Background: an optimization exercise with open tools, aiming at small area, a short achievable clock period and few clock cycles per item. Do not read the settings as production practice.
In this exercise RTL edits were held to simulation tests only and were not proved equivalent to the original.
Power is estimated from default activity; no workload was simulated.

Design ghost_mask, start of the top module:
module ghost_mask (
    input  wire       clk,
    input  wire       rst,         
    input  wire       in_valid,
    output wire       in_ready,
    input  wire [7:0] in_cyc,
    input  wire       in_last,     
    input  wire [1:0] in_wsel,     
    input  wire [4:0] in_cols,     
    input  wire [7:0] in_tol,      
    output wire       out_valid,
    input  wire       out_ready,
    output wire       out_mask,
    output wire       out_last     
);
clock: 30.0 ns
lec_check: 0
abc_area: 1
cap_margin: 20
core_margin: 2
core_utilization: 75
cts_buf_list: sky130_fd_sc_hd__clkbuf_8
cts_cluster_diameter: 70
cts_cluster_size: 18
slew_margin: 20
standard.sh (not shown) runs the stock make flow with config.mk's settings and CLKGATE_MAP_FILE= SYNTH_SCRIPT=/design/flow/synth_recipe.tcl, a recipe that flattens the netlist after the stock synthesis.
==> flow/flow/run.sh <==
#!/bin/bash
# The standard layout, except that the port buffers are plain buf_2
# cells instead of the delay buffers buffer_ports picks by default.
set -euo pipefail
bash standard.sh BUFFER_PORTS_ARGS="-buffer_cell sky130_fd_sc_hd__buf_2" finish > standard.log 2>&1
The starting point finished with timing, DRC and antenna clean.
Testbench counts at the start, summed over its fixed seeds: cycles 35,203, items 32,428.
Next try:
--- a/flow/design.v
+++ b/flow/design.v
@@ -65,22 +65,23 @@
         end
     end
     reg [1:0] mode;
     reg [4:0] ncol;        
     reg [4:0] dph;         
     reg [2:0] rs;          
     reg [2:0] wb;          
     reg [1:0] vp;          
     reg [1:0] fl;          
     reg       credit_ok;      
-    reg       vv, vrs, vem, vlast, vfst;
+    reg       vv, vrs, vem, vlast, vfst, xv;
     reg [5:0] vm;
+    reg [7:0] xold;
     wire first  = (mode == M_IDLE);
     wire al0    = (dph == 5'd0);                 
     wire vtick  = (mode == M_TAIL) && al0 && credit_ok;
     wire tick   = a0 || vtick;
     wire rowend = (ncol == wm1_r);
     reg  [5:0] vmask;
     reg  [5:0] wmask;
     integer b, kk;
     always @(*) begin
         for (b = 0; b < 6; b = b + 1) begin
@@ -92,21 +93,21 @@
     end
     wire last_e = vtick ? (vp == h_r && rowend) : (p_last && h_r == 2'd0);
     reg [1:0] mode_n;
     always @(*) begin
         mode_n = mode;
         if (a0) begin
             if (p_last) mode_n = (h_r == 2'd0) ? M_FLUSH : M_TAIL;
             else        mode_n = M_RUN;
         end else if (vtick) begin
             if (last_e) mode_n = M_FLUSH;
-        end else if (mode == M_FLUSH && (fl == 2'd0 || (bubble && fl == 2'd1))) begin
+        end else if (mode == M_FLUSH && !vv && fl == 2'd0) begin
             mode_n = M_IDLE;
         end
     end
     wire [4:0] lm1   = {1'b1, sel};              
     wire       wshort = !wm1_r[4];               
     wire [4:0] lmw   = wshort ? 5'd16 - {1'b0, wm1_r[3:0]} : 5'd0;    
     wire [4:0] dph_n = !tick ? ((dph == 5'd0) ? lm1 : dph - 5'd1) :
                        rowend ? lmw : 5'd0;
     wire [4:0] ncol_n = (mode_n == M_IDLE) ? 5'd0 : tick ? (rowend ? 5'd0 : ncol + 5'd1) : ncol;
     wire       e0n   = !(ncol_n == wm1_r && wshort);
@@ -160,63 +161,59 @@
     reg  [16*48-1:0] g16;
     reg  [47:0]      g1;
     reg  [2*48-1:0]  g2;
     reg  [4*48-1:0]  g4;
     reg  [8*48-1:0]  g8;
     wire [47:0] y0 = g16[16*48-1 -: 48];
     wire [47:0] y1 = sel[0] ? g1 : y0;
     wire [47:0] y2 = sel[1] ? g2[2*48-1 -: 48] : y1;
     wire [47:0] y3 = sel[2] ? g4[4*48-1 -: 48] : y2;
     wire [47:0] fb = sel[3] ? g8[8*48-1 -: 48] : y3;
-    reg [5:0]  wmd;        
-    reg [7:0]  rf;         
-    reg        vreal;
-    reg [47:0] s0_w;
+    reg [47:0] s0_d;
+    reg [7:0]  old_d;
     integer q;
     always @(*) begin
-        for (q = 0; q < 6; q = q + 1)
-            s0_w[8*q +: 8] = wmd[q] ? rf : s0[8*q +: 8];
+        old_d = 8'd0;
+        for (q = 0; q < 6; q = q + 1) begin
+            s0_d[8*q +: 8] = wmask[q] ? p_pix : fb[8*q +: 8];
+            old_d = old_d | (fb[8*q +: 8] & {8{wmask[q]}});
+        end
     end
     always @(posedge clk) begin
-        s0  <= fb;
-        g16 <= {g16[15*48-1:0], s0_w};
+        s0  <= s0_d;
+        g16 <= {g16[15*48-1:0], s0};
         g1  <= y0;
         g2  <= {g2[47:0], y1};
         g4  <= {g4[3*48-1:0], y2};
         g8  <= {g8[7*48-1:0], y3};
     end
     always @(posedge clk) begin
-        rf    <= p_pix;
-        vreal <= a0;
-        vm    <= vmask;
+        xold  <= old_d;
+        xv    <= |(wmask & vmask);
+        vm    <= wmask | vmask;
         vrs   <= (ncol == 5'd0);
         vem   <= (rs >= {1'b0, h_r});
         vlast <= last_e;
         vfst  <= first;
-        if (rst_r) begin
-            vv  <= 1'b0;
-            wmd <= 6'd0;
-        end else begin
-            vv  <= tick;
-            wmd <= wmask;
-        end
+        if (rst_r) vv <= 1'b0;
+        else       vv <= tick;
     end
     reg [7:0] cx [0:6];
     reg [7:0] cn [0:6];
     integer e;
     always @(*) begin
         for (e = 0; e < 6; e = e + 1) begin
             cx[e] = s0[8*e +: 8] & {8{vm[e]}};
             cn[e] = s0[8*e +: 8] | {8{!vm[e]}};
         end
-        cx[6] = rf & {8{vreal}};
-        cn[6] = rf | {8{!vreal}};
+        cx[6] = xold & {8{xv}};
+        cn[6] = xold | {8{!xv}};
     end
     wire [7:0] vmax = max8(max8(max8(cx[0], cx[1]), max8(cx[2], cx[3])),
                            max8(max8(cx[4], cx[5]), cx[6]));
     wire [7:0] vmin = min8(min8(min8(cn[0], cn[1]), min8(cn[2], cn[3])),
                            min8(min8(cn[4], cn[5]), cn[6]));
     reg [7:0] hmax [1:6];
     reg [7:0] hmin [1:6];
     reg [5:1] hrs;
     reg [3:1] hem;
     reg [3:1] hlast;
=>
- sequential cell count fell by 6
- wire length rose by a little under a tenth
- total power rose slightly
- cell area hardly moves
- clock skew rose by 0.020 ns
- sequential power hardly moves
- setup slack improved by 0.013 ns
- via count rose by a few percent
- synthesized cell count rose slightly
Testbench counts after the change, summed over its fixed seeds: cycles 35,269, items 32,428.

-- port drivers added, routing unchanged --
The flow's constraints put no driver on any port. The routed layouts listed below were extracted and timed again, unchanged, in two steps. Step 1 assumes that a clkbuf_16 drives the clock port and a buf_2 every other input. Step 2 moves the port delays by t, midway between the first and last clock arrival at a register: inputs arrive t later, outputs are due t later. That takes back most of the time a late clock gives input paths. Slacks: no drivers / after step 1 / after step 2; pairs: no drivers / after step 1.
run	shift t [ns]	setup WS [ns]	worst setup path after step 2
the first run	0.810	22.696 / 22.636 / 23.024	input to register
the second run	0.832	22.709 / 22.642 / 23.047	input to register
After both steps every run listed still meets setup and hold.
